This is an optimization exercise on Yosys and OpenROAD, whose aim is small area, a short achievable clock period and few clock cycles per item, not a production implementation.
Where RTL was checked, it was by simulation tests only, not by an equivalence proof against the original.
For run 1, only the layout was checked, not whether the RTL still works.
Power is estimated from default activity; no workload was simulated.

## flow/flow/run.sh

```bash
#!/bin/bash
# Layout flow: the standard flow (standard synthesis unchanged), with the
# ports buffered by the smallest buffer and setup repair aimed 5.2 ns past the
# clock period.  make's output goes to standard.log; ORFS's own per-step logs
# stay under orfs/logs.
set -euo pipefail
bash standard.sh SETUP_SLACK_MARGIN=5.2 "BUFFER_PORTS_ARGS=-buffer_cell sky130_fd_sc_hd__buf_1" finish > standard.log 2>&1
```

## flow/standard.sh

```bash
#!/bin/bash
# synth_recipe.tcl (not shown) runs the flow's synth.tcl, then flattens the netlist and writes it again
# the make line also repeats each setting of config.mk as NAME=value (left out here)
make -C /OpenROAD-flow-scripts/flow DESIGN_CONFIG=/design/flow/config.mk WORK_HOME=/design/flow/orfs CLKGATE_MAP_FILE= SYNTH_SCRIPT=/design/flow/synth_recipe.tcl "${@:-finish}"
```

## flow/config.mk

```make
export PLATFORM = sky130hd
export DESIGN_NAME = sscore_enc
export DESIGN_NICKNAME = sscore_enc
export VERILOG_FILES = /design/flow/design.v
export SDC_FILE = /design/flow/constraint.sdc
export NUM_CORES = 4
export LEC_CHECK = 0
export CAP_MARGIN = 20
export CORE_MARGIN = 2
export CORE_UTILIZATION = 45
export CTS_BUF_LIST = sky130_fd_sc_hd__clkbuf_8
export SLEW_MARGIN = 20
```

## flow/constraint.sdc

```tcl
create_clock -name core_clock -period 8.0 [get_ports {clk}]
set_input_delay 1.6000 -clock core_clock [delete_from_list [all_inputs] [get_ports {clk}]]
set_output_delay 1.6000 -clock core_clock [all_outputs]
set_load 0.01 [all_outputs]
```

## flow/design.v

```verilog
module sscore_enc (
    input             clk,
    input             rst,         
    input             start,
    input      [47:0] in_len,
    output            idle,
    input             in_valid,
    output            in_ready,
    input       [7:0] in_data,
    output            out_valid,
    input             out_ready,
    output     [15:0] out_cp
);
    localparam [1:0] M_SCAN = 2'b00, M_ZERO = 2'b01, M_FF = 2'b10, M_PAT = 2'b11;
    reg         idle_q;      
    reg         busy;        
    reg         hdr;         
    reg  [1:0]  hidx;
    reg  [47:0] R;           
    reg  [4:0]  rb;          
    reg  [5:1]  gz;          
    reg  [3:0]  wc;          
    reg  [7:0]  w [0:8];
    reg         al;          
    reg         inrdy;
    reg         eoi;         
    reg  [3:0]  lft;         
    reg         ovalid;
    reg  [11:0] osym;
    reg         go;          
    reg         sgo;         
    reg  [1:0]  mode;
    reg  [9:0]  cp;          
    reg         cmax;        
    reg         ph;          
    reg         ending;      
    reg         lastpair;    
    reg         sblk;        
    reg  [1:0]  se;          
    assign idle      = idle_q;
    assign in_ready  = inrdy;
    assign out_valid = ovalid;
    assign out_cp    = {4'hE, osym};
    wire can   = !ovalid || out_ready;
    wire push  = in_valid && inrdy;
    wire step  = go && can;
    wire [7:0] w0 = w[0], w1 = w[1], w2 = w[2], w3 = w[3];
    wire [7:0] w4 = w[4], w5 = w[5], w6 = w[6], w7 = w[7];
    wire z0 = (w0 == 8'h00), z1 = (w1 == 8'h00);
    wire f0 = (w0 == 8'hFF), f1 = (w1 == 8'hFF);
    wire e0 = (w0 == w2), e1 = (w1 == w3), e2 = (w2 == w4);
    wire e3 = (w3 == w5), e4 = (w4 == w6), e5 = (w5 == w7);
    wire ge2 = (wc >= 4'd2), ge4 = (wc >= 4'd4), ge5 = (wc >= 4'd5);
    wire ge6 = (wc >= 4'd6), ge8 = (wc >= 4'd8);
    wire zero4 = ge4 && z0 && z1 && e0 && e1;     
    wire ff4   = ge4 && f0 && f1 && e0 && e1;
    wire pat4  = ge8 && e0 && e1 && e2 && e3 && e4 && e5;
    wire m1    = ge4 && e0 && e1;            
    wire m2    = ge6 && e2 && e3;            
    wire m1n   = ge5 && e1 && e2;            
    wire cont  = ge2 && ((mode == M_ZERO) ? z1 : f1);
    wire [9:0] cp1 = cp + 10'd1;
    wire c1max = cmax;
    wire zfend = !cont || cmax;
    wire pnorm = !ph && !ending && (se != 2'd3);    
    reg  demit;
    always @(*) begin
        case (mode)
            M_SCAN:  demit = !(zero4 || ff4 || pat4);
            M_PAT:   demit = pnorm ? !m2 : (ending && !(ph && lastpair));
            default: demit = zfend;
        endcase
    end
    wire s_h0  = hdr && (hidx == 2'd0);
    wire s_h1  = hdr && (hidx == 2'd1);
    wire s_h2  = hdr && (hidx == 2'd2);
    wire s_h3  = hdr && (hidx == 2'd3);
    wire s_w0  = !hdr && (sgo ? (se == 2'd1) : (mode == M_SCAN));
    wire s_w1  = !hdr && (sgo ? (se == 2'd2) : ((mode == M_PAT) && !pnorm));
    wire s_cp  = !hdr && (sgo ? (se == 2'd0) : ((mode == M_ZERO) || (mode == M_FF)));
    wire s_cp1 = !hdr && !sgo && (mode == M_PAT) && pnorm;
    wire        emit = can && (hdr || sgo || (go && demit));
    wire [11:0] esym = ({12{s_h0}}  & R[47:36])      | ({12{s_h1}} & R[35:24]) |
                       ({12{s_h2}}  & R[23:12])      | ({12{s_h3}} & R[11:0])  |
                       ({12{s_w0}}  & {4'h0, w0})    | ({12{s_w1}} & {4'h0, w1}) |
                       ({12{s_cp}}  & {mode, cp})    | ({12{s_cp1}} & {M_PAT, cp1});
    wire sblk_step = (mode != M_PAT) ? sblk :
                     (!ph ? 1'b0 : (lastpair ? sblk : (!ending && (!m1n || c1max))));
    wire sblk_c    = sgo ? (se != 2'd2) : (go ? sblk_step : sblk);
    wire hi0     = (&gz) && (R[7:4] == 4'd0);
    wire finrdy  = busy && !hdr && hi0 && (R[3:0] == 4'd0);
    wire body_c1 = busy && !finrdy && (!hdr || (hidx == 2'd3));
    wire body_c0 = busy && !hdr;
    wire wc0 = (wc == 4'd0), wc7 = (wc == 4'd7), wc8 = (wc == 4'd8), wc9 = (wc == 4'd9);
    wire wge2 = (wc >= 4'd2), wge7 = (wc >= 4'd7);
    wire lz = (lft == 4'd0), l1 = (lft == 4'd1);
    wire [2:0] nv [0:3];
    genvar k;
    generate
        for (k = 0; k < 4; k = k + 1) begin : g_nx
            wire cc   = (k >= 2);
            wire pp   = (k % 2) == 1;
            wire st   = go && cc;
            wire alup = !al && (pp || eoi) && wc7;
            wire ge8n = al ? (pp ? (st ? ge8 : wge7) : (st ? wc9 : ge8)) : (alup && !eoi);
            wire nzn  = al ? (pp ? (st ? !wc0 : 1'b1) : (st ? wge2 : !wc0))
                           : (alup && (!eoi || (R[3:0] != 4'd0)));
            wire n9n  = al ? (pp ? (st ? !wc9 : !wc8) : (st ? 1'b1 : !wc9)) : 1'b1;
            wire eoin = eoi || (hi0 && (pp ? l1 : lz));
            wire rdyn = (al || alup) && (ge8n || (eoin && nzn));
            wire bodn = cc ? body_c1 : body_c0;
            wire sbn  = cc ? sblk_c : sblk;
            wire finn = cc && finrdy;
            assign nv[k] = {bodn && rdyn && !sbn, bodn && rdyn && sbn,
                            !finn && !eoin && n9n};
        end
    endgenerate
    wire [2:0] nsel = can ? (push ? nv[3] : nv[2]) : (push ? nv[1] : nv[0]);
    wire       shA   = !al && (push || eoi);
    wire       sh    = step || shA;
    wire       al_up = shA && (wc == 4'd7);
    wire       ld7   = push && (!al || (step ? (wc == 4'd8) : (wc == 4'd7)));
    wire       ld8   = push && al && (step ? (wc == 4'd9) : (wc == 4'd8));
    wire [3:0] wc_p1 = wc + 4'd1;
    wire [3:0] wc_m1 = wc - 4'd1;
    wire [3:0] wc_a1 = (wc == 4'd7) ? (eoi ? R[3:0] : 4'd8) : wc_p1;
    wire [3:0] wc_n  = al ? (push ? (step ? wc : wc_p1) : (step ? wc_m1 : wc)) :
                            ((push || eoi) ? wc_a1 : wc);
    wire       eoi_n = eoi || (hi0 && (push ? l1 : lz));
    wire [5:1]  rgo = rb;
    wire [47:8] rtg;
    genvar g, b;
    generate
        for (g = 1; g < 6; g = g + 1) begin : g_rb
            for (b = 0; b < 8; b = b + 1) begin : g_bit
                if (b == 0) begin : g_lsb
                    assign rtg[8 * g] = rgo[g];
                end else begin : g_up
                    assign rtg[8 * g + b] = rgo[g] && (R[8 * g +: b] == {b{1'b0}});
                end
            end
        end
    endgenerate
    integer j;
    always @(posedge clk) begin
        for (j = 0; j < 7; j = j + 1)
            if (sh) w[j] <= w[j + 1];
        if (ld7)     w[7] <= in_data;
        else if (sh) w[7] <= w[8];
        if (ld8)     w[8] <= in_data;
        if (can) osym <= esym;
        if (!busy)     lft <= in_len[3:0];
        else if (push) lft <= lft - 4'd1;
        if (!busy) begin
            if (start) R <= in_len;
            for (j = 1; j < 6; j = j + 1)
                gz[j] <= (in_len[8 * j +: 8] == 8'd0);
            rb <= 5'd0;
        end else begin
            for (j = 1; j < 6; j = j + 1)
                if (rb[j - 1]) gz[j] <= (R[8 * j +: 8] == 8'd1);
            if (step) R[7:0] <= R[7:0] - 8'd1;
            for (j = 8; j < 48; j = j + 1)
                if (rtg[j]) R[j] <= !R[j];
            rb[0] <= step && (R[7:0] == 8'd0);
            for (j = 1; j < 5; j = j + 1)
                rb[j] <= rb[j - 1] && (R[8 * j +: 8] == 8'd0);
        end
        if (!busy)      hidx <= 2'd0;
        else if (hdr && can) hidx <= hidx + 2'd1;
        if (step) begin
            case (mode)
                M_SCAN: begin
                    cp   <= 10'd2;
                    cmax <= 1'b0;
                end
                M_PAT: begin
                    if (!ph && !ending && (se != 2'd3)) begin
                        cp   <= cp1;
                        cmax <= (cp == 10'd1022);
                    end else if (!ph && (se == 2'd3) && m1) begin
                        cp   <= 10'd1;
                        cmax <= 1'b0;
                    end
                end
                default: begin
                    cp   <= zfend ? 10'd1 : cp1;
                    cmax <= !zfend && (cp == 10'd1022);
                end
            endcase
        end
        if (rst) begin
            idle_q <= 1'b1;
            busy   <= 1'b0;
            hdr    <= 1'b0;
            wc     <= 4'd0;
            al     <= 1'b0;
            inrdy  <= 1'b0;
            ovalid <= 1'b0;
            go     <= 1'b0;
            sgo    <= 1'b0;
            mode   <= M_SCAN;
            ph     <= 1'b0;
            ending <= 1'b0;
            lastpair <= 1'b0;
            sblk   <= 1'b0;
            se     <= 2'd0;
        end else begin
            if (emit) ovalid <= 1'b1;
            else if (out_ready) ovalid <= 1'b0;
            if (!busy) begin
                wc    <= 4'd0;
                al    <= 1'b0;
                go    <= 1'b0;
                sgo   <= 1'b0;
                inrdy <= start && (in_len != 48'd0);
                eoi   <= (in_len == 48'd0);
                if (start) begin
                    idle_q <= 1'b0;
                    busy   <= 1'b1;
                    hdr    <= 1'b1;
                end
            end else begin
                wc    <= wc_n;
                al    <= al || al_up;
                eoi   <= eoi_n;
                {go, sgo, inrdy} <= nsel;
                if (can && finrdy) begin
                    idle_q <= 1'b1;
                    busy   <= 1'b0;
                end
                if (can && hidx == 2'd3) hdr <= 1'b0;
            end
            if (can) sblk <= sblk_c;
            if (sgo && can) se <= se + 2'd1;
            if (step) begin
                case (mode)
                    M_SCAN: begin
                        if (zero4)      mode <= M_ZERO;
                        else if (ff4)   mode <= M_FF;
                        else if (pat4) begin
                            mode <= M_PAT;
                            ph   <= 1'b1;
                        end
                    end
                    M_PAT: begin
                        if (!ph) begin
                            ph <= 1'b1;
                            if (ending) begin
                                lastpair <= 1'b1;
                            end else if (se == 2'd3) begin
                                se <= 2'd0;
                                if (!m1) lastpair <= 1'b1;
                            end else if (!m2) begin
                                ending <= 1'b1;
                            end
                        end else begin
                            ph <= 1'b0;
                            if (lastpair) begin
                                mode     <= M_SCAN;
                                ending   <= 1'b0;
                                lastpair <= 1'b0;
                            end
                        end
                    end
                    default: begin
                        if (!cont) mode <= M_SCAN;
                    end
                endcase
            end
        end
    end
endmodule
```

==> impl_summary.txt, run 1 <==
----------------------------------------------------
[Logic synthesis]
  Post-synth EDFFs ... 153
  Count of distinct cell types in the synthesized netlist ... 78
  Cell area after technology mapping ... 0.00941 mm²
  Area share of the leading cell type in the synthesized netlist ... 48.8%
  Cell type contributing the most total cell area after synthesis ... edfxtp_1
  Dominant cells by area after synthesis ... edfxtp_1, dfxtp_1, nand2_1
  YS warnings ... 2
  Share of flip-flops with an asynchronous set or reset after synthesis ... 0%
  Yosys reg bits ... 180
  Register area share after synthesis ... 54.6%
  Gate Count Post-Synth ... 882
  Average footprint of a synthesized cell ... 10.7 µm²
  Ys flop type ... edfxtp_1

[Final layout]
  Multi-input gate area ... 0.00421 mm²
  Most frequent standard cell in the layout excluding fill and tap cells ... edfxtp_1
  Post-route cell area ... 0.0105 mm²
  Fraction of final layout cells sized beyond drive strength 1 ... 9.92%
  Most frequent cells in the layout ... edfxtp_1, nand2_1, buf_1
  Area growth from synthesis to layout ... 12.1%
  Nets ... 1027
  Fill cell count ... 1861
  Sequential cell area ... 0.00513 mm²
  Final core utilization ... 51.8%
  Number of antenna cells inserted ... 0

[Global routing]
  Number of global-route vias before repair ... 6671
  Maximum number of pins on one net before global-route repair ... 85
  Wire length of the first global-routing pass ... 35.8 mm
  Grt total ovfl ... 0
  Antenna violations before repair ... 0
  Total GRT Usage ... 20.9%

[Drt]
  Count of vias placed by the detailed router ... 7084
  Remaining DRCs ... 0
  Routed wirelength normalized by instance count ... 18.4 µm
  Total detailed-routing wirelength ... 22.6 mm
  Pre-Repair DR Iteration Count ... 6
  First-iteration detailed-routing DRC count ... 618
  Residual antenna-violating net count after detailed routing ... 0
  Mean number of vias per cell ... 5.77

[STA]
  Clock tree skew after final layout ... 13.9 ps
  Crit path time final ... 2780 ps
  Measured slew at the worst slew-check pin ... 833 ps
  Sum of negative setup slack ... 0 ps
  Unrepaired setup endpoints after global routing ... no
  Relative slew slack ... 44.4%
  Portion of the clock cycle consumed by the worst path in the final layout ... 34.7%
  Total setup violations reported at the end of the flow ... 0
  Max-slew violation count ... 0
  Highest Clock Rate ... 0.360 GHz
  Final Hold Fails ... 0

[Setup path]
  Crit. End Element ... flip-flop
  Data arrival time of the worst path ... 3110 ps
  Req. time, crit path ... 8330 ps
  Worst setup path class ... in2reg
  Crit path max fanout ... 6
  Critical path launch point type ... input port

[Clock tree]
  Clock root buffer ... clkbuf_8
  Source-to-sink clock delay at the later pin of the worst-skew pair ... 460 ps
  Hold bufs inserted after CTS ... 0
  Longest Clk Path Bufs ... 2
  Maximum level of the CTS H-tree ... 4
  Inserted Clock Buffers ... 17
  Clock tree from TritonCTS ... done
  Clock transition at the register clock pins on the worst setup and hold paths after CTS ... 90 ps
  Count of clock tree sinks ... 180

[Power and ir drop]
  Areal power density over the cells ... 186 mW/mm²
  Worst vdd rail ir drop ... 118 µV
  Leakage ... 3.57 nW

[Die]
  Die area ... 0.0221 mm²
  Width of the die ... 149 µm
  Top Ports ... 80
  Die Y-Extent ... 149 µm
  Row count ... 52
  Effective utilization at floorplan ... 46.2%
  Std-Cell Core Area ... 0.0204 mm²

[Placed design]
  Final estimated routing congestion in global placement ... 0.859
  Number of input and output port buffers inserted ... 75
  Post-placement cell area ... 0.00997 mm²
  Dpl hpwl ... 16.4 mm

[Status]
  Status ... finished clean

[Worst hold path]
  Tightest Hold Check Type ... reg2reg

[Flow run]
  Maximum capacitance violations ... 0

----------------------------------------------------
## synthesized netlist by cell type (all sizes together) (3+ instances only)
| master | n |
|---|---|
| o311ai | 3 |
| or4 | 4 |
| edfxtp | 153 |
| nand3 | 21 |
| nand4 | 22 |
| a21o | 3 |
| or3 | 11 |
| a22oi | 35 |
| xor2 | 10 |
| nand3b | 3 |
| o31ai | 6 |
| a21oi | 30 |
| nor3b | 4 |
| and4 | 3 |
| clkbuf | 34 |
| mux2i | 7 |
| ha | 21 |
| and2 | 5 |
| o21a | 3 |
| nand2 | 136 |
| xnor2 | 57 |
| and3 | 6 |
| buf | 12 |
| nor3 | 21 |
| a222oi | 7 |
| o211ai | 8 |
| nor4b | 4 |
| inv | 19 |
| a21boi | 3 |
| nor2 | 43 |
| nand2b | 9 |
| a31oi | 5 |
| dfxtp | 27 |
| o21ai | 73 |
| mux2 | 10 |
| or2 | 3 |
| nor4 | 28 |
## sequential cells by signal, indices dropped and copies added (netlist names), 2 cells and up
register  flops
rb            5
w            72
se            2
mode          2
osym         12
wc            4
gz            5
hidx          2
cp           10
lft           4
R            48
## logic make-up (layout without fill, tap and decap cells)
logic type      Yosys count  after routing  synth area share [%]
compound gates          200            200                  13.9
xor+xnor                 67             67                  6.24
fa+ha+maj                21             21                  2.79
buf+inv                  65            139                  2.98
flops                   180            180                  54.6
mux                      17             17                  1.94
other cells               2              4                0.0798
simple gates            330            330                  17.5
## layer usage
metal	GRT usage [%]	vias up	share of wire, %
met5	0	-	0
met4	6.00	0	1.8
met3	3.56	27	4.7
met2	31.5	211	45
met1	31.1	3411	49
li1	-	3435	-
## final timing paths
path,startpoint,end,slack (ps),depth (start not counted)
min,idle_q,idle_q,450,2
max,out_ready,inrdy,5220,9
max reg2reg,wc[3],cp[4],5580,5
min reg2reg,idle_q,idle_q,450,2
## report_power, final
group          internal [mW]  switching (mW)
Sequential              1.09          0.0676
Clock                  0.224           0.354
Combinational         0.0910           0.128
## per-stage QoR
step,setup WS [ps],instances,hold slack (ps),power [mW]
6_report,5220,1228,445,1.96
5_1_grt,5200,1228,485,2.04
4_1_cts,5190,1223,450,1.97
3_5_place_dp,4220,1187,436,1.39
3_3_place_gp,4250,1187,430,1.39
2_1_floorplan,4710,884,442,1.31
## final cells by class
cell class,instances,share of cell area (%)
Sequential cell,180,48.7
Clock inverter,15,1.14
Clock buffer,17,2.22
Tap cell,270,3.20
Timing Repair Buffer,87,4.03
Inverter,19,0.748
Timing Repair inverter,1,0.0593
Multi-Input combinational cell,639,39.9
## worst max-delay path: stages
cell      delay (ps)
buf_6            100
and2b_4          270
inv_8             40
and2_4           160
buf_4            140
mux2_1           310
o311ai_1         270
o22a_1           170
nor2_1            40
## repair_timing
item                                    4_1_cts  5_1_grt
setup buffers                                 3        4
pin swaps                                     2        9
resized for setup                             8       21
endpoints found under the setup margin       95       30
cloned                                        1        1
==> run 2, diff against run 1 <==
--- a/flow/design.v
+++ b/flow/design.v
@@ -19,5 +19,4 @@
     reg  [47:0] R;           
     reg  [4:0]  rb;          
-    reg  [5:1]  gz;          
     reg  [3:0]  wc;          
     reg  [7:0]  w [0:8];
@@ -88,5 +87,5 @@
                      (!ph ? 1'b0 : (lastpair ? sblk : (!ending && (!m1n || c1max))));
     wire sblk_c    = sgo ? (se != 2'd2) : (go ? sblk_step : sblk);
-    wire hi0     = (&gz) && (R[7:4] == 4'd0);
+    wire hi0     = (R[47:4] == 44'd0);
     wire finrdy  = busy && !hdr && hi0 && (R[3:0] == 4'd0);
     wire body_c1 = busy && !finrdy && (!hdr || (hidx == 2'd3));
@@ -154,10 +153,6 @@
         if (!busy) begin
             if (start) R <= in_len;
-            for (j = 1; j < 6; j = j + 1)
-                gz[j] <= (in_len[8 * j +: 8] == 8'd0);
             rb <= 5'd0;
         end else begin
-            for (j = 1; j < 6; j = j + 1)
-                if (rb[j - 1]) gz[j] <= (R[8 * j +: 8] == 8'd1);
             if (step) R[7:0] <= R[7:0] - 8'd1;
             for (j = 8; j < 48; j = j + 1)
==> flow/flow/run.sh (replaced) <==
#!/bin/bash
# Layout flow: the standard flow (standard synthesis unchanged), with the
# ports buffered by the smallest buffer and setup repair aimed 5.4 ns past the
# clock period.  make's output goes to standard.log; ORFS's own per-step logs
# stay under orfs/logs.
set -euo pipefail
bash standard.sh SETUP_SLACK_MARGIN=5.4 "BUFFER_PORTS_ARGS=-buffer_cell sky130_fd_sc_hd__buf_1" finish > standard.log 2>&1
--- a/flow/config.mk
+++ b/flow/config.mk
@@ -9,4 +9,3 @@
 export CORE_MARGIN = 2
 export CORE_UTILIZATION = 45
-export CTS_BUF_LIST = sky130_fd_sc_hd__clkbuf_8
 export SLEW_MARGIN = 20
==> impl_summary.txt, run 2 <==
----------------------------------------------------
[Status]
  Status ... finished clean

[Power and ir drop]
  Leakage ... 3.74 nW (+4.7%)
  Areal power density over the cells ... 207 mW/mm² (+11%)
  Worst vdd rail ir drop ... 148 µV (+25%)

[Logic synthesis]
  Cell type contributing the most total cell area after synthesis ... edfxtp_1
  Library cell with the highest instance count after synthesis ... edfxtp_1
  Count of distinct cell types in the synthesized netlist ... 66 (-15%)
  Average footprint of a synthesized cell ... 10.6 µm² (-0.74%)
  Post-Synth Simple-Gate Area ... 16.7% (-0.85 points)
  Post-synth EDFFs ... 148 (-3.3%)
  Largest family of logic cells by synthesized area ... simple AND/OR/NAND/NOR gates
  Area share of fa/ha/maj cells after synthesis ... 2.87% (+0.073 points)
  Post-synthesis compound-gate area fraction ... 15.0% (+1.2 points)
  Synthesized-area fraction occupied by xor and xnor cells ... 6.31% (+0.067 points)
  Gate Count Post-Synth ... 866 (-1.8%)
  Yosys reg bits ... 175 (-2.8%)
  YS warnings ... 2 (unchanged)
  Dominant cells by area after synthesis ... edfxtp_1, xnor2_1, dfxtp_1
  Area share of the leading cell type in the synthesized netlist ... 48.5% (-0.36 points)
  Ys flop type ... edfxtp_1
  Share of cell area taken by muxes after synthesis ... 1.68% (-0.26 points)
  Cell area after technology mapping ... 0.00917 mm² (-2.5%)
  Register area share after synthesis ... 54.4% (-0.21 points)
  Share of flip-flops with an asynchronous set or reset after synthesis ... 0% (unchanged)
  Synth top cells by count ... edfxtp_1, nand2_1, xnor2_1

[STA]
  Clock tree skew after final layout ... 11.6 ps (-2.27 ps)
  Total setup violations reported at the end of the flow ... 0 (unchanged)
  Hold Slack ... 473 ps (+27.7 ps)
  Portion of the clock cycle consumed by the worst path in the final layout ... 33.0% (-1.7 points)
  Relative slew slack ... 42.7% (-1.7 points)
  Crit path time final ... 2640 ps (-140 ps)
  Unrepaired setup endpoints after global routing ... yes
  Highest Clock Rate ... 0.379 GHz (+5.3%)
  Final Hold Fails ... 0 (unchanged)
  Sum of negative setup slack ... 0 ps (unchanged)
  Final Worst Setup Slack ... 5360 ps (+140 ps)
  Max-slew violation count ... 0 (unchanged)
  Measured slew at the worst slew-check pin ... 860 ps (+26.7 ps)

[Drt]
  Pre-Repair DR Iteration Count ... 5 (-1)
  Routed wirelength normalized by instance count ... 19.5 µm (+5.9%)
  Residual antenna-violating net count after detailed routing ... 0 (unchanged)
  Mean number of vias per cell ... 5.83 (+1.0%)
  Total detailed-routing wirelength ... 24.1 mm (+6.8%)
  Remaining DRCs ... 0 (unchanged)
  Count of vias placed by the detailed router ... 7221 (+1.9%)
  First-iteration detailed-routing DRC count ... 666 (+7.8%)

[Clock tree]
  Source-to-sink clock delay at the later pin of the worst-skew pair ... 440 ps (-20 ps)
  Clock transition at the register clock pins on the worst setup and hold paths after CTS ... 70 ps (-20 ps)
  Longest Clk Path Bufs ... 2 (unchanged)
  Count of clock tree sinks ... 175 (-2.8%)
  Clock root buffer ... clkbuf_16
  Maximum level of the CTS H-tree ... 4 (unchanged)
  Inserted Clock Buffers ... 17 (unchanged)
  Clock tree from TritonCTS ... done
  Hold bufs inserted after CTS ... 0 (unchanged)

[Global routing]
  M2 GR Usage ... 34.8% (+3.2 points)
  GR Layer Usage met3 ... 4.72% (+1.2 points)
  Wire length of the first global-routing pass ... 37.7 mm (+5.2%)
  Number of global-route vias before repair ... 6777 (+1.6%)
  Routing layer with the top usage in global route ... met2
  Grt total ovfl ... 0 (unchanged)
  Antenna violations before repair ... 0 (unchanged)
  GR met1 Demand/Resource ... 32.5% (+1.4 points)
  Total GRT Usage ... 22.5% (+1.6 points)
  Maximum number of pins on one net before global-route repair ... 91 (+7.1%)

[Die]
  Width of the die ... 147 µm (-1.2%)
  Effective utilization at floorplan ... 45.6% (-0.59 points)
  Top Ports ... 80 (unchanged)
  Row count ... 52 (unchanged)
  Die Y-Extent ... 147 µm (-1.2%)
  Std-Cell Core Area ... 0.0201 mm² (-1.3%)
  Die area ... 0.0215 mm² (-2.5%)

[Final layout]
  Final core utilization ... 54.4% (+2.6 points)
  Most frequent cells in the layout ... edfxtp_1, nand2_1, buf_1
  Flip-flop count of the largest register after layout ... 72 (unchanged)
  Top Registers ... w x72, R x48, osym x12
  Fill cell count ... 1810 (-2.7%)
  Number of cells in the finished layout apart from fillers ... 1239 (+0.90%)
  Fraction of final layout cells sized beyond drive strength 1 ... 13.8% (+3.9 points)
  Area growth from synthesis to layout ... 19.2%
  Most frequent standard cell in the layout excluding fill and tap cells ... edfxtp_1
  Number of antenna cells inserted ... 0 (unchanged)
  Largest Register ... w
  Nets ... 1038 (+1.1%)

[Setup path]
  Cell type of the slowest stage on the worst timing path ... dfxtp_1
  Number of buffers and inverters on the critical path ... 1 (-2)
  Sequence of cells on the critical path ... buf_1
  Family with the most delay on the worst path ... flip-flops
  Req. time, crit path ... 6400 ps (-1930 ps)
  Data arrival time of the worst path ... 1040 ps (-2070 ps)
  Crit path max fanout ... 3 (-3)
  Critical path launch point type ... flip-flop
  Crit. End Element ... primary output
  Largest incremental delay on the critical path ... 420 ps (+110 ps)
  Worst setup path class ... reg2out

[Placed design]
  Setup slack at placement ... 4230 ps (+7.05 ps)
  Number of placed instances with taps included ... 1176 (-0.93%)
  Number of input and output port buffers inserted ... 75 (unchanged)
  Dpl hpwl ... 16.8 mm (+2.4%)
  Final estimated routing congestion in global placement ... 0.892 (+3.8%)

[Flow run]
  Maximum capacitance violations ... 0 (unchanged)

[Worst hold path]
  Tightest Hold Check Type ... reg2reg

----------------------------------------------------
-- run 2: path summary, 6_finish.rpt --
kind	endpoint	startpoint	slack, ps	cells past startpoint
worst max-delay path	in_ready	inrdy	5360	1
worst min-delay path	w[5][2]	w[6][2]	470	0
worst max register to register	sgo	R[43]	5410	6
worst min register to register	w[5][2]	w[6][2]	470	0
-- run 2: kinds of logic after synthesis --
group | Yosys count
xor gates and xnor gates | 66
muxes | 14
and+or+nand+nor | 305
other | 2
buffers and inverters | 69
adders and majority gates | 21
DFF | 175
AOI/OAI and AO/OA | 214
-- run 2: power breakdown --
| group | switching (mW) | internal (mW) | total, mW |
|---|---|---|---|
| logic | 0.146 | 0.113 | 0.259 |
| registers | 0.0791 | 1.08 | 1.15 |
| clock network | 0.399 | 0.445 | 0.844 |
| total | 0.624 | 1.63 | 2.26 |
-- run 2: per-stage QoR --
stage	total power [mW]	cell area, µm²
after floorplan	1.31	9320
after detailed placement	1.40	9760
final	2.26	10900
after CTS	2.26	10700
after global placement	1.40	9760
after global routing	2.34	10900
-- run 2: routing by layer --
metal / wire length (µm) / share of wire (%)
met5: 0 / 0
met4: 454 / 1.9
met3: 1590 / 6.6
met2: 10900 / 45
met1: 11100 / 46
-- run 2: final cells by class --
| cell class | instances | area (µm²) | share of cell area (%) |
|---|---|---|---|
| Multi-Input combinational cell | 624 | 4250 | 38.9 |
| Tap cell | 270 | 338 | 3.09 |
| Timing Repair inverter | 1 | 6.26 | 0.0572 |
| Clock buffer | 17 | 425 | 3.89 |
| Inverter | 28 | 115 | 1.05 |
| Clock inverter | 15 | 168 | 1.53 |
| Sequential cell | 175 | 4990 | 45.6 |
| Timing Repair Buffer | 109 | 639 | 5.85 |
-- run 2: repair_timing --
action,CTS,global route
endpoints found under the setup margin,110,43
endpoints found under the hold margin,0,0
pin swaps,11,17
cloned,2,1
setup buffers,15,13
resized for setup,38,29
Testbench counts of run 2, summed over its fixed seeds: cycles 65,110, bytes 62,998.
==> run 3, diff against run 2 <==
--- a/flow/config.mk
+++ b/flow/config.mk
@@ -8,4 +8,5 @@
 export CAP_MARGIN = 20
 export CORE_MARGIN = 2
-export CORE_UTILIZATION = 45
+export CORE_UTILIZATION = 50
+export CTS_BUF_LIST = sky130_fd_sc_hd__clkbuf_8
 export SLEW_MARGIN = 20
==> impl_summary.txt, run 3 <==
----------------------------------------------------
[Status]
  Status ... finished clean

[Power and ir drop]
  Fraction of power spent switching nets ... 27.2% (-0.45 points)
  Switching power total ... 558 µW (-11%)
  Overall power of the completed layout ... 2.05 mW (-9.0%)
  Combinational share of power ... 12.6% (+1.1 points)
  Worst vdd rail ir drop ... 97.2 µV (-34%)
  Part of the power in the clock network ... 31.2% (-6.2 points)
  Sequential power share ... 56.1% (+5.0 points)
  Areal power density over the cells ... 192 mW/mm² (-6.9%)
  Design internal power ... 1.50 mW (-8.5%)
  Leakage ... 3.67 nW (-1.9%)

[Clock tree]
  Maximum level of the CTS H-tree ... 4 (unchanged)
  Inserted Clock Buffers ... 17 (unchanged)
  Source-to-sink clock delay at the later pin of the worst-skew pair ... 480 ps (+40 ps)
  Clock transition at the register clock pins on the worst setup and hold paths after CTS ... 90 ps (+20 ps)
  Clock root buffer ... clkbuf_8
  Clock tree from TritonCTS ... done
  Count of clock tree sinks ... 175 (unchanged)
  Longest Clk Path Bufs ... 2 (unchanged)

[Setup path]
  Sequence of cells on the critical path ... buf_1 > nand2_2 > a41oi_1 > o211ai_1 > a21oi_1 > or4b_1 > o32ai_1
  Crit path max fanout ... 14 (+11)
  Critical path launch point type ... input port
  Data arrival time of the worst path ... 3000 ps (+1960 ps)
  Largest incremental delay on the critical path ... 570 ps (+150 ps)
  Cell type of the slowest stage on the worst timing path ... or4b_1
  Req. time, crit path ... 8370 ps (+1970 ps)
  Crit. End Element ... flip-flop
  Worst setup path class ... in2reg

[Logic synthesis]
  Synth top cells by count ... edfxtp_1, nand2_1, xnor2_1
  Ys flop type ... edfxtp_1
  Library cell with the highest instance count after synthesis ... edfxtp_1
  Average footprint of a synthesized cell ... 10.6 µm² (unchanged)
  Post-synth EDFFs ... 148 (unchanged)
  Gate Count Post-Synth ... 866 (unchanged)
  Count of distinct cell types in the synthesized netlist ... 66 (unchanged)
  Cell area after technology mapping ... 0.00917 mm² (unchanged)
  Cell type contributing the most total cell area after synthesis ... edfxtp_1
  Dominant cells by area after synthesis ... edfxtp_1, xnor2_1, dfxtp_1
  Register area share after synthesis ... 54.4% (unchanged)
  Share of flip-flops with an asynchronous set or reset after synthesis ... 0% (unchanged)
  YS warnings ... 2 (unchanged)
  Yosys reg bits ... 175 (unchanged)
  Area share of the leading cell type in the synthesized netlist ... 48.5% (unchanged)

[Final layout]
  Flip-flop count of the largest register after layout ... 72 (unchanged)
  Number of cells in the finished layout apart from fillers ... 1197 (-3.4%)
  Final core utilization ... 59.4% (+5.1 points)
  Nets ... 1037 (-0.096%)
  Largest Register ... w
  Most frequent standard cell in the layout excluding fill and tap cells ... edfxtp_1
  Fraction of final layout cells sized beyond drive strength 1 ... 13.7% (-0.089 points)
  Number of antenna cells inserted ... 0 (unchanged)
  Top Registers ... w x72, R x48, osym x12
  Most frequent cells in the layout ... edfxtp_1, nand2_1, xnor2_1
  Area growth from synthesis to layout ... 16.5%
  Fill cell count ... 1538 (-15%)

[Drt]
  Pre-Repair DR Iteration Count ... 9 (+4)
  Remaining DRCs ... 0 (unchanged)
  First-iteration detailed-routing DRC count ... 815 (+22%)
  Routed wirelength normalized by instance count ... 20.2 µm (+3.5%)
  Count of vias placed by the detailed router ... 7335 (+1.6%)
  Mean number of vias per cell ... 6.13 (+5.1%)
  Residual antenna-violating net count after detailed routing ... 0 (unchanged)
  Total detailed-routing wirelength ... 24.1 mm (about the same)

[Global routing]
  Grt total ovfl ... 0 (unchanged)
  Total GRT Usage ... 24.6% (+2.1 points)
  Wire length of the first global-routing pass ... 37.8 mm (+0.31%)
  Antenna violations before repair ... 1 (+1)
  Number of global-route vias before repair ... 7026 (+3.7%)
  Maximum number of pins on one net before global-route repair ... 90 (-1.1%)

[Placed design]
  Number of input and output port buffers inserted ... 75 (unchanged)
  Final estimated routing congestion in global placement ... 0.929 (+4.2%)
  Setup slack at placement ... 4250 ps (+20.4 ps)
  Number of placed instances with taps included ... 1136 (-3.4%)
  Dpl hpwl ... 17.3 mm (+2.9%)

[STA]
  Measured slew at the worst slew-check pin ... 896 ps (+36.4 ps)
  Total setup violations reported at the end of the flow ... 0 (unchanged)
  Highest Clock Rate ... 0.380 GHz (+0.32%)
  Clock tree skew after final layout ... 14.6 ps (+3.02 ps)
  Max-slew violation count ... 0 (unchanged)
  Crit path time final ... 2630 ps (-8.40 ps)
  Final Worst Setup Slack ... 5370 ps (+8.40 ps)
  Sum of negative setup slack ... 0 ps (unchanged)
  Portion of the clock cycle consumed by the worst path in the final layout ... 32.9% (-0.10 points)
  Relative slew slack ... 40.2% (-2.5 points)
  Final Hold Fails ... 0 (unchanged)
  Unrepaired setup endpoints after global routing ... yes

[Die]
  Effective utilization at floorplan ... 51.0% (+5.4 points)
  Std-Cell Core Area ... 0.0180 mm² (-11%)
  Width of the die ... 139 µm (-5.0%)
  Die Y-Extent ... 139 µm (-5.0%)
  Row count ... 49 (-5.8%)
  Die area ... 0.0194 mm² (-9.7%)
  Top Ports ... 80 (unchanged)

[Flow run]
  Maximum capacitance violations ... 0 (unchanged)

[Worst hold path]
  Tightest Hold Check Type ... reg2reg

----------------------------------------------------
run 3: cell types whose count changed in the layout (fill, tap and decap cells not counted), sizes merged:
cell      previous run  this run
clkbuf              22        28
buf                104        97
bufinv               1         3
clkinvlp             2         3
clkinv               4         5
inv                 37        33
run 3: power groups by stage:
| stage | clock [mW] | sequential (mW) | combinational [mW] |
|---|---|---|---|
| 2_1_floorplan | 0 | 1.15 | 0.168 |
| 5_1_grt | 0.685 | 1.16 | 0.285 |
| 3_5_place_dp | 0 | 1.17 | 0.229 |
| 3_3_place_gp | 0 | 1.17 | 0.223 |
| 4_1_cts | 0.648 | 1.15 | 0.246 |
| 6_report | 0.642 | 1.15 | 0.260 |
run 3: what timing repair did:
action,CTS,global route
hold buffers,0,0
setup endpoints to repair,110,63
gates cloned,2,0
gates resized for setup,32,49
pin swaps,5,14
buffers inserted,16,11
run 3: routing by layer:
metal / global-route usage (%) / vias up / wire length (µm)
met4: 9.36 / 0 / 560
li1: - / 3443 / -
met1: 35.1 / 3579 / 10900
met2: 36.9 / 275 / 11000
met5: 0 / - / 0
met3: 5.51 / 38 / 1690
run 3: through the flow:
step           hold slack [ps]  cell area (µm²)
3_3_place_gp               455             9720
5_1_grt                    491            10700
4_1_cts                    482            10400
2_1_floorplan              448             9320
3_5_place_dp               458             9720
6_report                   478            10700
run 3: area by class of cell:
class	instances	area, µm²	area share [%]
Multi-Input combinational cell	624	4250	39.8
Timing Repair Buffer	108	626	5.86
Tap cell	229	287	2.68
Clock buffer	17	234	2.19
Clock inverter	15	169	1.58
Inverter	28	113	1.05
Sequential cell	175	4990	46.7
Timing Repair inverter	1	6.26	0.0586
run 3: worst max-delay path, delay by kind of cell:
family | cells | cell delay (ps)
buf+inv | 1 | 90
compound gates | 4 | 450
simple gates | 2 | 860
run 3: kinds of logic (layout without fill, tap and decap cells):
kind of cell             after synthesis  count (layout)  synth area share [%]
AO/OA/AOI/OAI                        214             214                  15.0
XOR/XNOR                              66              66                  6.31
adder cells (fa/ha/maj)               21              21                  2.87
buffers and inverters                 69             169                  3.00
flip-flops                           175             175                  54.4
multiplexers                          14              14                  1.68
other                                  2               4                0.0819
AND/OR/NAND/NOR                      305             305                  16.7
run 3: final timing paths:
check,from,endpoint,slack [ps],cells past startpoint
worst max register to register,R[42],sgo,5400,6
worst min register to register,w[6][0],w[5][0],480,0
worst max-delay path,in_valid,sgo,5370,7
worst min-delay path,w[6][0],w[5][0],480,0
==> run 4, diff against run 3 <==
--- a/flow/config.mk
+++ b/flow/config.mk
@@ -8,5 +8,5 @@
 export CAP_MARGIN = 20
 export CORE_MARGIN = 2
-export CORE_UTILIZATION = 50
+export CORE_UTILIZATION = 40
 export CTS_BUF_LIST = sky130_fd_sc_hd__clkbuf_8
 export SLEW_MARGIN = 20
==> impl_summary.txt, run 4 <==
----------------------------------------------------
[Power and ir drop]
  Fraction of power spent switching nets ... 29.1% (+1.9 points)
  Leakage ... 3.71 nW (+1.1%)
  Worst vdd rail ir drop ... 83.0 µV (-15%)
  Sequential power share ... 56.0% (about the same)
  Combinational share of power ... 13.0% (+0.4 points)
  Design internal power ... 1.46 mW (-2.4%)
  Part of the power in the clock network ... 30.9% (-0.3 points)
  Switching power total ... 598 µW (+7.1%)
  Areal power density over the cells ... 190 mW/mm² (-1.0%)

[Placed design]
  Final estimated routing congestion in global placement ... 0.875 (-5.8%)
  Dpl hpwl ... 16.9 mm (-2.5%)
  Number of input and output port buffers inserted ... 75 (unchanged)

[Setup path]
  Sequence of cells on the critical path ... or4_1 > or3_4 > nor4_4 > buf_4 > a311oi_2 > or4b_1 > o32ai_1
  Data arrival time of the worst path ... 2980 ps (-20 ps)
  Req. time, crit path ... 8360 ps (about the same)
  Crit. End Element ... flip-flop
  Family with the most delay on the worst path ... simple AND/OR/NAND/NOR gates
  Number of buffers and inverters on the critical path ... 1 (unchanged)
  Cell type of the slowest stage on the worst timing path ... or4_1
  Flop2flop setup slack ... 5380 ps (-20 ps)
  RR Startpoint ... R[4]
  Critical path launch point type ... flip-flop
  Worst setup path class ... reg2reg
  Crit Reg-Reg Endpoint ... sgo
  Worst r2r path cells ... 7 (+1)
  Largest incremental delay on the critical path ... 550 ps (-20 ps)
  Crit path max fanout ... 5 (-9)

[Global routing]
  Maximum number of pins on one net before global-route repair ... 90 (unchanged)
  Number of global-route vias before repair ... 6859 (-2.4%)
  Grt total ovfl ... 0 (unchanged)
  Total GRT Usage ... 20.0% (-4.7 points)
  Antenna violations before repair ... 0 (-1)
  Wire length of the first global-routing pass ... 37.5 mm (-0.84%)

[STA]
  Sum of negative setup slack ... 0 ps (unchanged)
  Unrepaired setup endpoints after global routing ... yes
  Measured slew at the worst slew-check pin ... 914 ps (+17.6 ps)
  Highest Clock Rate ... 0.381 GHz (+0.21%)
  Hold Slack ... 478 ps (-0.437 ps)
  Final Hold Fails ... 0 (unchanged)
  Clock tree skew after final layout ... 17.7 ps (+3.11 ps)
  Total setup violations reported at the end of the flow ... 0 (unchanged)
  Relative slew slack ... 39.0% (-1.2 points)
  Portion of the clock cycle consumed by the worst path in the final layout ... 32.8% (-0.069 points)
  Max-slew violation count ... 0 (unchanged)
  Crit path time final ... 2620 ps (-5.51 ps)

[Logic synthesis]
  Dominant cells by area after synthesis ... edfxtp_1, xnor2_1, dfxtp_1
  Cell type contributing the most total cell area after synthesis ... edfxtp_1
  Yosys reg bits ... 175 (unchanged)
  Area share of the leading cell type in the synthesized netlist ... 48.5% (unchanged)
  Cell area after technology mapping ... 0.00917 mm² (unchanged)
  Register area share after synthesis ... 54.4% (unchanged)
  Count of distinct cell types in the synthesized netlist ... 66 (unchanged)
  Library cell with the highest instance count after synthesis ... edfxtp_1
  Average footprint of a synthesized cell ... 10.6 µm² (unchanged)
  Ys flop type ... edfxtp_1
  Share of flip-flops with an asynchronous set or reset after synthesis ... 0% (unchanged)
  Synth top cells by count ... edfxtp_1, nand2_1, xnor2_1
  Post-synth EDFFs ... 148 (unchanged)
  Gate Count Post-Synth ... 866 (unchanged)
  YS warnings ... 2 (unchanged)

[Worst hold path]
  Tightest Hold Check Type ... reg2reg
  Number of cells on the worst hold path ... 0 (unchanged)
  End point of the worst hold path ... w[5][0]
  Hold Startpoint ... w[6][0]

[Die]
  Width of the die ... 155 µm (+11%)
  Die area ... 0.0241 mm² (+24%)
  Std-Cell Core Area ... 0.0226 mm² (+26%)
  Row count ... 55 (+12%)
  Die Y-Extent ... 155 µm (+11%)
  Effective utilization at floorplan ... 40.6% (-10 points)
  Top Ports ... 80 (unchanged)

[Clock tree]
  Clock root buffer ... clkbuf_8
  Clock tree from TritonCTS ... done
  Count of clock tree sinks ... 175 (unchanged)
  Inserted Clock Buffers ... 17 (unchanged)
  Source-to-sink clock delay at the later pin of the worst-skew pair ... 470 ps (about the same)
  Longest Clk Path Bufs ... 2 (unchanged)
  Clock transition at the register clock pins on the worst setup and hold paths after CTS ... 100 ps (about the same)
  Maximum level of the CTS H-tree ... 4 (unchanged)
  Hold bufs inserted after CTS ... 0 (unchanged)

[Final layout]
  Fill cell count ... 2112 (+37%)
  Fraction of final layout cells sized beyond drive strength 1 ... 14.8% (+1.0 points)
  Top Registers ... w x72, R x48, osym x12
  Area growth from synthesis to layout ... 17.9%
  Sequential cell area ... 0.00499 mm² (about the same)
  Largest Register ... w
  Most frequent cells in the layout ... edfxtp_1, nand2_1, xnor2_1
  Most frequent standard cell in the layout excluding fill and tap cells ... edfxtp_1
  Multi-input gate area ... 0.00422 mm² (-0.76%)
  Nets ... 1038 (+0.096%)
  Flip-flop count of the largest register after layout ... 72 (unchanged)

[Drt]
  Pre-Repair DR Iteration Count ... 8 (-1)
  Remaining DRCs ... 0 (unchanged)
  Residual antenna-violating net count after detailed routing ... 0 (unchanged)
  Total detailed-routing wirelength ... 24.1 mm (about the same)
  First-iteration detailed-routing DRC count ... 678 (-17%)
  Mean number of vias per cell ... 5.75 (-6.1%)
  Count of vias placed by the detailed router ... 7222 (-1.5%)
  Routed wirelength normalized by instance count ... 19.2 µm (-4.6%)

[Status]
  Status ... finished clean

[Flow run]
  Maximum capacitance violations ... 0 (unchanged)

----------------------------------------------------
[run 4: cell counts after synthesis]
No cell type changed its count.
[run 4: how the worst max path moves through the flow]
stage / depth (start not counted) / slack (ps) / start / end
floorplan: 5 / 4480 / in_valid / w[7][0]
finish: 7 / 5380 / R[4] / sgo
global placement: 7 / 4260 / out_ready / w[7][0]
global route: 7 / 5290 / R[4] / sgo
CTS: 1 / 5370 / osym[0] / out_cp[0]
detailed placement: 7 / 4200 / out_ready / w[7][7]
[run 4: power by group through the flow]
stage	Clock [mW]	Combinational, mW	Sequential (mW)
6_report	0.636	0.268	1.15
5_1_grt	0.677	0.297	1.16
4_1_cts	0.645	0.249	1.15
3_5_place_dp	0	0.230	1.18
3_3_place_gp	0	0.226	1.17
2_1_floorplan	0	0.168	1.15
[run 4: metal layers]
| metal | vias to the layer above | GRT usage [%] | part of all wire, % |
|---|---|---|---|
| met2 | 248 | 32.1 | 47 |
| li1 | 3449 | - | - |
| met3 | 28 | 3.59 | 5.4 |
| met4 | 0 | 4.98 | 1.6 |
| met5 | - | 0 | 0 |
| met1 | 3497 | 28.1 | 46 |
[run 4: per-stage QoR]
stage | worst slack, ps | utilization (%) | power (mW) | cells | area [µm²]
2_1_floorplan | 4480 | - | 1.31 | 868 | 9320
3_3_place_gp | 4260 | 43.3 | 1.40 | 1191 | 9780
3_5_place_dp | 4200 | 43.3 | 1.41 | 1191 | 9780
4_1_cts | 5370 | 46.6 | 2.05 | 1242 | 10500
5_1_grt | 5290 | 47.9 | 2.14 | 1254 | 10800
6_report | 5380 | 47.9 | 2.06 | 1255 | 10800
[run 4: area by class of cell]
type	instances	share of cell area (%)
Sequential cell	175	46.2
Multi-Input combinational cell	624	39.1
Timing Repair Buffer	109	6.55
Tap cell	285	3.30
Clock buffer	17	2.16
Clock inverter	15	1.61
Inverter	28	1.04
Timing Repair inverter	1	0.0579
Antenna cell	1	0.0232
[run 4: logic make-up (layout without fill, tap and decap cells)]
logic type               count (synthesis)  after routing  synth area share (%)
flip-flops                             175            175                  54.4
AO/OA/AOI/OAI                          214            214                  15.0
buffers and inverters                   69            170                  3.00
AND/OR/NAND/NOR                        305            305                  16.7
adder cells (fa/ha/maj)                 21             21                  2.87
XOR/XNOR                                66             66                  6.31
multiplexers                            14             14                  1.68
other                                    2              5                0.0819
[run 4: what timing repair did]
| action | CTS | global route |
|---|---|---|
| pin swaps | 10 | 10 |
| setup endpoints to repair | 116 | 50 |
| hold endpoints to repair | 0 | 0 |
| buffers inserted | 17 | 10 |
| gates resized for setup | 40 | 44 |
| cloned | 2 | 2 |
==> run 5, diff against run 4 <==
--- a/flow/config.mk
+++ b/flow/config.mk
@@ -8,5 +8,5 @@
 export CAP_MARGIN = 20
 export CORE_MARGIN = 2
-export CORE_UTILIZATION = 40
+export CORE_UTILIZATION = 45
 export CTS_BUF_LIST = sky130_fd_sc_hd__clkbuf_8
 export SLEW_MARGIN = 20
==> impl_summary.txt, run 5 <==
----------------------------------------------------
[Die]
  Die area ... 0.0215 mm² (-11%)
  Die Y-Extent ... 147 µm (-5.6%)
  Top Ports ... 80 (unchanged)
  Std-Cell Core Area ... 0.0201 mm² (-11%)
  Row count ... 52 (-5.5%)
  Effective utilization at floorplan ... 45.6% (+5.0 points)
  Width of the die ... 147 µm (-5.6%)

[Logic synthesis]
  Gate Count Post-Synth ... 866 (unchanged)
  Register area share after synthesis ... 54.4% (unchanged)
  Library cell with the highest instance count after synthesis ... edfxtp_1
  YS warnings ... 2 (unchanged)
  Area share of the leading cell type in the synthesized netlist ... 48.5% (unchanged)
  Share of flip-flops with an asynchronous set or reset after synthesis ... 0% (unchanged)
  Average footprint of a synthesized cell ... 10.6 µm² (unchanged)
  Dominant cells by area after synthesis ... edfxtp_1, xnor2_1, dfxtp_1
  Cell area after technology mapping ... 0.00917 mm² (unchanged)
  Synth top cells by count ... edfxtp_1, nand2_1, xnor2_1
  Post-synth EDFFs ... 148 (unchanged)
  Ys flop type ... edfxtp_1
  Cell type contributing the most total cell area after synthesis ... edfxtp_1
  Count of distinct cell types in the synthesized netlist ... 66 (unchanged)
  Yosys reg bits ... 175 (unchanged)

[STA]
  Measured slew at the worst slew-check pin ... 869 ps (-44.9 ps)
  Final Worst Setup Slack ... 5380 ps (+2.29 ps)
  Total setup violations reported at the end of the flow ... 0 (unchanged)
  Final Hold Fails ... 0 (unchanged)
  Portion of the clock cycle consumed by the worst path in the final layout ... 32.8% (about the same)
  Clock tree skew after final layout ... 15.1 ps (-2.60 ps)
  Hold Slack ... 479 ps (+0.958 ps)
  Unrepaired setup endpoints after global routing ... yes
  Max-slew violation count ... 0 (unchanged)
  Sum of negative setup slack ... 0 ps (unchanged)
  Crit path time final ... 2620 ps (-2.29 ps)
  Relative slew slack ... 42.0% (+3.0 points)
  Highest Clock Rate ... 0.381 GHz (about the same)

[Setup path]
  Crit Reg-Reg Endpoint ... sgo
  Worst r2r path cells ... 6 (-1)
  Largest incremental delay on the critical path ... 400 ps (-150 ps)
  RR Startpoint ... R[43]
  Worst setup path class ... reg2out
  Req. time, crit path ... 6400 ps (-1960 ps)
  Cell type of the slowest stage on the worst timing path ... edfxtp_1
  Crit. End Element ... primary output
  Critical path launch point type ... flip-flop
  Number of buffers and inverters on the critical path ... 1 (unchanged)
  Data arrival time of the worst path ... 1020 ps (-1960 ps)
  Crit path max fanout ... 1 (-4)
  Flop2flop setup slack ... 5410 ps (+30 ps)
  Sequence of cells on the critical path ... clkbuf_2
  Family with the most delay on the worst path ... flip-flops

[Placed design]
  Final estimated routing congestion in global placement ... 0.892 (+1.9%)
  Number of input and output port buffers inserted ... 75 (unchanged)
  Post-placement cell area ... 0.00976 mm² (-0.19%)
  Dpl hpwl ... 16.8 mm (-0.36%)
  Setup slack at placement ... 4230 ps (+26.8 ps)

[Global routing]
  Total GRT Usage ... 22.3% (+2.4 points)
  Wire length of the first global-routing pass ... 37.5 mm (about the same)
  Antenna violations before repair ... 0 (unchanged)
  Number of global-route vias before repair ... 6709 (-2.2%)
  Grt total ovfl ... 0 (unchanged)
  Maximum number of pins on one net before global-route repair ... 91 (+1.1%)

[Power and ir drop]
  Leakage ... 3.69 nW (-0.50%)
  Worst vdd rail ir drop ... 102 µV (+23%)
  Areal power density over the cells ... 190 mW/mm² (-0.13%)
  Overall power of the completed layout ... 2.05 mW (-0.33%)

[Final layout]
  Nets ... 1037 (-0.096%)
  Top Registers ... w x72, R x48, osym x12
  Fill cell count ... 1818 (-14%)
  Largest Register ... w
  Area growth from synthesis to layout ... 17.7%
  Flip-flop count of the largest register after layout ... 72 (unchanged)
  Post-route cell area ... 0.0108 mm² (-0.20%)
  Most frequent cells in the layout ... edfxtp_1, nand2_1, xnor2_1
  Most frequent standard cell in the layout excluding fill and tap cells ... edfxtp_1
  Number of antenna cells inserted ... 0 (-1)
  Fraction of final layout cells sized beyond drive strength 1 ... 15.1% (+0.33 points)

[Clock tree]
  Count of clock tree sinks ... 175 (unchanged)
  Longest Clk Path Bufs ... 2 (unchanged)
  Source-to-sink clock delay at the later pin of the worst-skew pair ... 480 ps (about the same)
  Clock root buffer ... clkbuf_8
  Clock transition at the register clock pins on the worst setup and hold paths after CTS ... 110 ps (about the same)
  Maximum level of the CTS H-tree ... 4 (unchanged)
  Inserted Clock Buffers ... 17 (unchanged)
  Clock tree from TritonCTS ... done

[Worst hold path]
  Hold Startpoint ... w[6][2]
  End point of the worst hold path ... w[5][2]
  Tightest Hold Check Type ... reg2reg
  Number of cells on the worst hold path ... 0 (unchanged)

[Drt]
  Residual antenna-violating net count after detailed routing ... 0 (unchanged)
  Remaining DRCs ... 0 (unchanged)
  Pre-Repair DR Iteration Count ... 5 (-3)
  Total detailed-routing wirelength ... 24.0 mm (-0.46%)
  Mean number of vias per cell ... 5.81 (+1.0%)
  Routed wirelength normalized by instance count ... 19.4 µm (+0.91%)
  Count of vias placed by the detailed router ... 7198 (-0.33%)
  First-iteration detailed-routing DRC count ... 662 (-2.4%)

[Flow run]
  Maximum capacitance violations ... 0 (unchanged)

[Status]
  Status ... finished clean

----------------------------------------------------
[run 5: cell counts after synthesis]
Identical to the previous run, type by type.
[run 5: worst register-to-register path, stage by stage (launching register included)]
cell and delay (ps):
edfxtp_1 450, or4_1 580, nand3b_1 300, or2_1 320, or4_1 530, or4b_4 230, o32ai_2 60
[run 5: per-layer routing]
metal  track usage, %  vias up  part of all wire, %
li1                 -     3453                    -
met4             6.07        0                  1.6
met2             34.5      231                   46
met3             4.19       27                  6.0
met1             32.5     3487                   47
met5                0        -                    0
[run 5: how the worst max path moves through the flow]
| stage | startpoint | to | slack [ps] | cells after the start |
|---|---|---|---|---|
| floorplan | in_valid | w[7][0] | 4480 | 5 |
| global placement | out_ready | w[7][0] | 4250 | 7 |
| detailed placement | out_ready | w[7][7] | 4230 | 7 |
| CTS | osym[1] | out_cp[1] | 5340 | 1 |
| global route | osym[1] | out_cp[1] | 5330 | 1 |
| finish | osym[1] | out_cp[1] | 5380 | 1 |
[run 5: report_power, final]
part           internal (mW)  total [mW]  switching, mW
sequential              1.08        1.15         0.0786
clock                  0.262       0.633          0.371
combinational          0.117       0.264          0.147
[run 5: metrics by stage]
stage	std cells	utilization (%)
after floorplan	868	-
after global placement	1176	48.6
after detailed placement	1176	48.6
after CTS	1224	52.0
after global routing	1238	53.7
final	1238	53.7
[run 5: area by class of cell]
cell class	count	area [µm²]	share of cell area (%)
sequential	175	4990	46.3
multi-input combinational	624	4270	39.6
timing repair buffer	108	666	6.17
tap	270	338	3.13
clock buffer	17	234	2.17
clock inverter	15	168	1.55
inverter	28	113	1.04
timing repair inverter	1	6.26	0.0580
[run 5: cell families (layout without fill, tap and decap cells)]
logic type | Yosys count | in the layout | synth area share (%)
multiplexers | 14 | 14 | 1.68
XOR/XNOR | 66 | 66 | 6.31
AO/OA/AOI/OAI | 214 | 214 | 15.0
AND/OR/NAND/NOR | 305 | 305 | 16.7
buffers and inverters | 69 | 169 | 3.00
flip-flops | 175 | 175 | 54.4
adder cells (fa/ha/maj) | 21 | 21 | 2.87
other | 2 | 4 | 0.0819
[run 5: repair_timing]
item                                    4_1_cts  5_1_grt
hold buffers                                  0        0
pin swaps                                     6       21
endpoints found under the setup margin      114       60
gates cloned                                  2        1
gates resized for setup                      33       59
setup buffers                                14       13
==> run 6, diff against run 5 <==
==> flow/flow/run.sh (replaced) <==
#!/bin/bash
# Layout flow: the standard flow (standard synthesis unchanged), with the
# ports buffered by the smallest buffer and setup repair aimed 5.5 ns past the
# clock period.  make's output goes to standard.log; ORFS's own per-step logs
# stay under orfs/logs.
set -euo pipefail
bash standard.sh SETUP_SLACK_MARGIN=5.5 "BUFFER_PORTS_ARGS=-buffer_cell sky130_fd_sc_hd__buf_1" finish > standard.log 2>&1
==> impl_summary.txt, run 6 <==
----------------------------------------------------
[Power and ir drop]
  Design internal power ... 1.41 mW (-2.9%)
  Switching power total ... 564 µW (-5.4%)
  Leakage ... 3.73 nW (+1.0%)
  Part of the power in the clock network ... 27.8% (-3.1 points)
  Combinational share of power ... 14.0% (+1.1 points)
  Worst vdd rail ir drop ... 93.4 µV (-8.7%)
  Fraction of power spent switching nets ... 28.5% (-0.55 points)
  Areal power density over the cells ... 182 mW/mm² (-4.2%)
  Sequential power share ... 58.3% (+2.0 points)

[Drt]
  Pre-Repair DR Iteration Count ... 7 (+2)
  Count of vias placed by the detailed router ... 7232 (+0.47%)
  Total detailed-routing wirelength ... 23.8 mm (-1.0%)
  First-iteration detailed-routing DRC count ... 632 (-4.5%)
  Mean number of vias per cell ... 5.79 (-0.41%)
  Residual antenna-violating net count after detailed routing ... 0 (unchanged)
  Remaining DRCs ... 0 (unchanged)
  Routed wirelength normalized by instance count ... 19.0 µm (-1.9%)

[Global routing]
  Number of global-route vias before repair ... 6834 (+1.9%)
  Wire length of the first global-routing pass ... 37.3 mm (-0.55%)
  Grt total ovfl ... 0 (unchanged)
  Maximum number of pins on one net before global-route repair ... 86 (-5.5%)
  Total GRT Usage ... 22.1% (-0.21 points)
  Antenna violations before repair ... 0 (unchanged)

[Die]
  Top Ports ... 80 (unchanged)
  Width of the die ... 147 µm (unchanged)
  Effective utilization at floorplan ... 45.6% (unchanged)
  Die area ... 0.0215 mm² (unchanged)
  Std-Cell Core Area ... 0.0201 mm² (unchanged)
  Row count ... 52 (unchanged)
  Die Y-Extent ... 147 µm (unchanged)

[Clock tree]
  Count of clock tree sinks ... 175 (unchanged)
  Clock transition at the register clock pins on the worst setup and hold paths after CTS ... 90 ps (-20 ps)
  Maximum level of the CTS H-tree ... 4 (unchanged)
  Clock root buffer ... clkbuf_8
  Source-to-sink clock delay at the later pin of the worst-skew pair ... 480 ps (about the same)
  Clock tree from TritonCTS ... done
  Hold bufs inserted after CTS ... 0 (unchanged)
  Inserted Clock Buffers ... 17 (unchanged)
  Longest Clk Path Bufs ... 2 (unchanged)

[Logic synthesis]
  Synth top cells by count ... edfxtp_1, nand2_1, xnor2_1
  Share of cell area taken by muxes after synthesis ... 1.68% (unchanged)
  Area share of the leading cell type in the synthesized netlist ... 48.5% (unchanged)
  Cell type contributing the most total cell area after synthesis ... edfxtp_1
  Gate Count Post-Synth ... 866 (unchanged)
  Area share of fa/ha/maj cells after synthesis ... 2.87% (unchanged)
  Ys flop type ... edfxtp_1
  Register area share after synthesis ... 54.4% (unchanged)
  Average footprint of a synthesized cell ... 10.6 µm² (unchanged)
  Yosys reg bits ... 175 (unchanged)
  YS warnings ... 2 (unchanged)
  Post-Synth Simple-Gate Area ... 16.7% (unchanged)
  Share of flip-flops with an asynchronous set or reset after synthesis ... 0% (unchanged)
  Post-synthesis compound-gate area fraction ... 15.0% (unchanged)
  Dominant cells by area after synthesis ... edfxtp_1, xnor2_1, dfxtp_1
  Largest family of logic cells by synthesized area ... simple AND/OR/NAND/NOR gates
  Library cell with the highest instance count after synthesis ... edfxtp_1
  Count of distinct cell types in the synthesized netlist ... 66 (unchanged)
  Synthesized-area fraction occupied by xor and xnor cells ... 6.31% (unchanged)
  Post-synth EDFFs ... 148 (unchanged)
  Cell area after technology mapping ... 0.00917 mm² (unchanged)

[Final layout]
  Nets ... 1048 (+1.1%)
  Fraction of final layout cells sized beyond drive strength 1 ... 16.4% (+1.4 points)
  Number of antenna cells inserted ... 0 (unchanged)
  Top Registers ... w x72, R x48, osym x12
  Most frequent cells in the layout ... edfxtp_1, nand2_1, xnor2_1
  Area growth from synthesis to layout ... 18.4%
  Most frequent standard cell in the layout excluding fill and tap cells ... edfxtp_1
  Flip-flop count of the largest register after layout ... 72 (unchanged)
  Largest Register ... w

[Placed design]
  Number of input and output port buffers inserted ... 75 (unchanged)
  Dpl hpwl ... 16.6 mm (-1.2%)
  Final estimated routing congestion in global placement ... 0.919 (+3.1%)

[STA]
  Unrepaired setup endpoints after global routing ... yes
  Crit path time final ... 2650 ps (+33.0 ps)
  Relative slew slack ... 40.1% (-1.9 points)
  Total setup violations reported at the end of the flow ... 0 (unchanged)
  Final Hold Fails ... 0 (unchanged)
  Max-slew violation count ... 0 (unchanged)
  Measured slew at the worst slew-check pin ... 897 ps (+28.4 ps)
  Portion of the clock cycle consumed by the worst path in the final layout ... 33.2% (+0.41 points)
  Sum of negative setup slack ... 0 ps (unchanged)
  Clock tree skew after final layout ... 16.7 ps (+1.61 ps)
  Hold Slack ... 476 ps (-2.91 ps)
  Highest Clock Rate ... 0.377 GHz (-1.2%)

[Setup path]
  Critical path launch point type ... input port
  Req. time, crit path ... 8340 ps (+1940 ps)
  Worst setup path class ... in2reg
  Data arrival time of the worst path ... 3000 ps (+1980 ps)
  Crit path max fanout ... 2 (+1)
  Crit. End Element ... flip-flop

[Worst hold path]
  Tightest Hold Check Type ... reg2reg

[Status]
  Status ... finished clean

[Flow run]
  Maximum capacitance violations ... 0 (unchanged)

----------------------------------------------------
run 6: changes by cell type in the layout (fill, tap and decap cells not counted), sizes merged:
cell,change
buf,+10
bufinv,-1
clkbuf,+1
clkinv,+2
clkinvlp,+2
inv,-3
run 6: area by class of cell:
type / count / area [µm²]
repair inverters: 1 / 6.26
flip-flops and latches: 175 / 4990
inverters: 28 / 115
well taps: 270 / 338
multi-input cells: 624 / 4300
clock buffers: 17 / 234
repair buffers: 119 / 769
clock inverters: 15 / 98.8
fillers: 1819 / 9250
run 6: critical path, stage by stage:
cell and delay (ps):
buf_8 100, nor4_4 410, nand4_1 220, o31ai_4 410
or3b_4 200, o41ai_2 50
run 6: cell families (layout without fill, tap and decap cells):
logic type / count (synthesis) / in the layout
AO/OA/AOI/OAI: 214 / 214
XOR/XNOR: 66 / 66
adder cells (fa/ha/maj): 21 / 21
buffers and inverters: 69 / 180
flip-flops: 175 / 175
multiplexers: 14 / 14
other: 2 / 4
AND/OR/NAND/NOR: 305 / 305
run 6: power by group through the flow:
stage	Sequential [mW]	Combinational, mW	Clock [mW]
after floorplan	1.15	0.170	0
after global placement	1.17	0.230	0
after detailed placement	1.17	0.233	0
after CTS	1.15	0.263	0.558
after global routing	1.16	0.303	0.592
final	1.15	0.276	0.549
run 6: final timing paths:
| path | end | slack, ps | cells after the start | start |
|---|---|---|---|---|
| worst min-delay path | w[5][6] | 480 | 0 | w[6][6] |
| worst max register to register | sgo | 5450 | 6 | R[43] |
| worst min register to register | w[5][6] | 480 | 0 | w[6][6] |
| worst max-delay path | inrdy | 5350 | 6 | in_len[11] |
run 6: repair_timing:
action,in CTS,in global routing
pin swaps,15,19
setup endpoints to repair,125,63
gates cloned,2,1
resized for setup,53,39
setup buffers,26,11
run 6: routing by layer:
layer | global-route usage (%) | vias up | wire length [µm]
met5 | 0 | - | 0
met3 | 4.38 | 39 | 1350
met1 | 32.6 | 3474 | 11300
met2 | 32.9 | 246 | 10500
li1 | - | 3473 | -
met4 | 7.38 | 0 | 588
run 6: metrics by stage:
stage / cells / util, % / power [mW] / instance area, µm² / setup WS [ps]
after floorplan: 868 / - / 1.32 / 9390 / 4480
after global placement: 1177 / 48.9 / 1.40 / 9830 / 4320
after detailed placement: 1177 / 48.9 / 1.41 / 9830 / 4390
after CTS: 1237 / 52.9 / 1.97 / 10600 / 5370
after global routing: 1249 / 54.0 / 2.06 / 10900 / 5350
final: 1249 / 54.0 / 1.98 / 10900 / 5350

[re-timing with driven ports]
Ports are ideal in the flow. The routed layouts listed here were re-timed in OpenROAD.
Step 1 (the two cells are an assumption about what drives the block):
set clk [get_ports {clk}]
set_driving_cell -lib_cell sky130_fd_sc_hd__clkbuf_16 $clk
set_driving_cell -lib_cell sky130_fd_sc_hd__buf_2 [delete_from_list [all_inputs] $clk]
Step 2 also shifts input and output timing later by t, the mid clock arrival at the registers, as if the neighbouring blocks saw the same clock.
Three values: ideal ports, drivers, drivers and shift; two values: the first two.
run | t, ns | setup WS [ns] | latest minus earliest clock arrival (ns)
run 1 | 0.499 | 5.222 / 5.220 / 4.737 | 0.015 / 0.015
run 2 | 0.482 | 5.362 / 5.316 / 4.898 | 0.012 / 0.012
run 3 | 0.508 | 5.371 / 5.383 / 4.878 | 0.017 / 0.017
run 4 | 0.504 | 5.376 / 5.365 / 4.899 | 0.018 / 0.018
run 5 | 0.518 | 5.378 / 5.337 / 4.893 | 0.016 / 0.016
run 6 | 0.512 | 5.345 / 5.340 / 4.828 | 0.017 / 0.017
After both steps setup and hold are still met in every run listed. The setup slack of run 6, which loses most, moves by -0.005 ns with the drivers and by -0.517 ns with both steps.
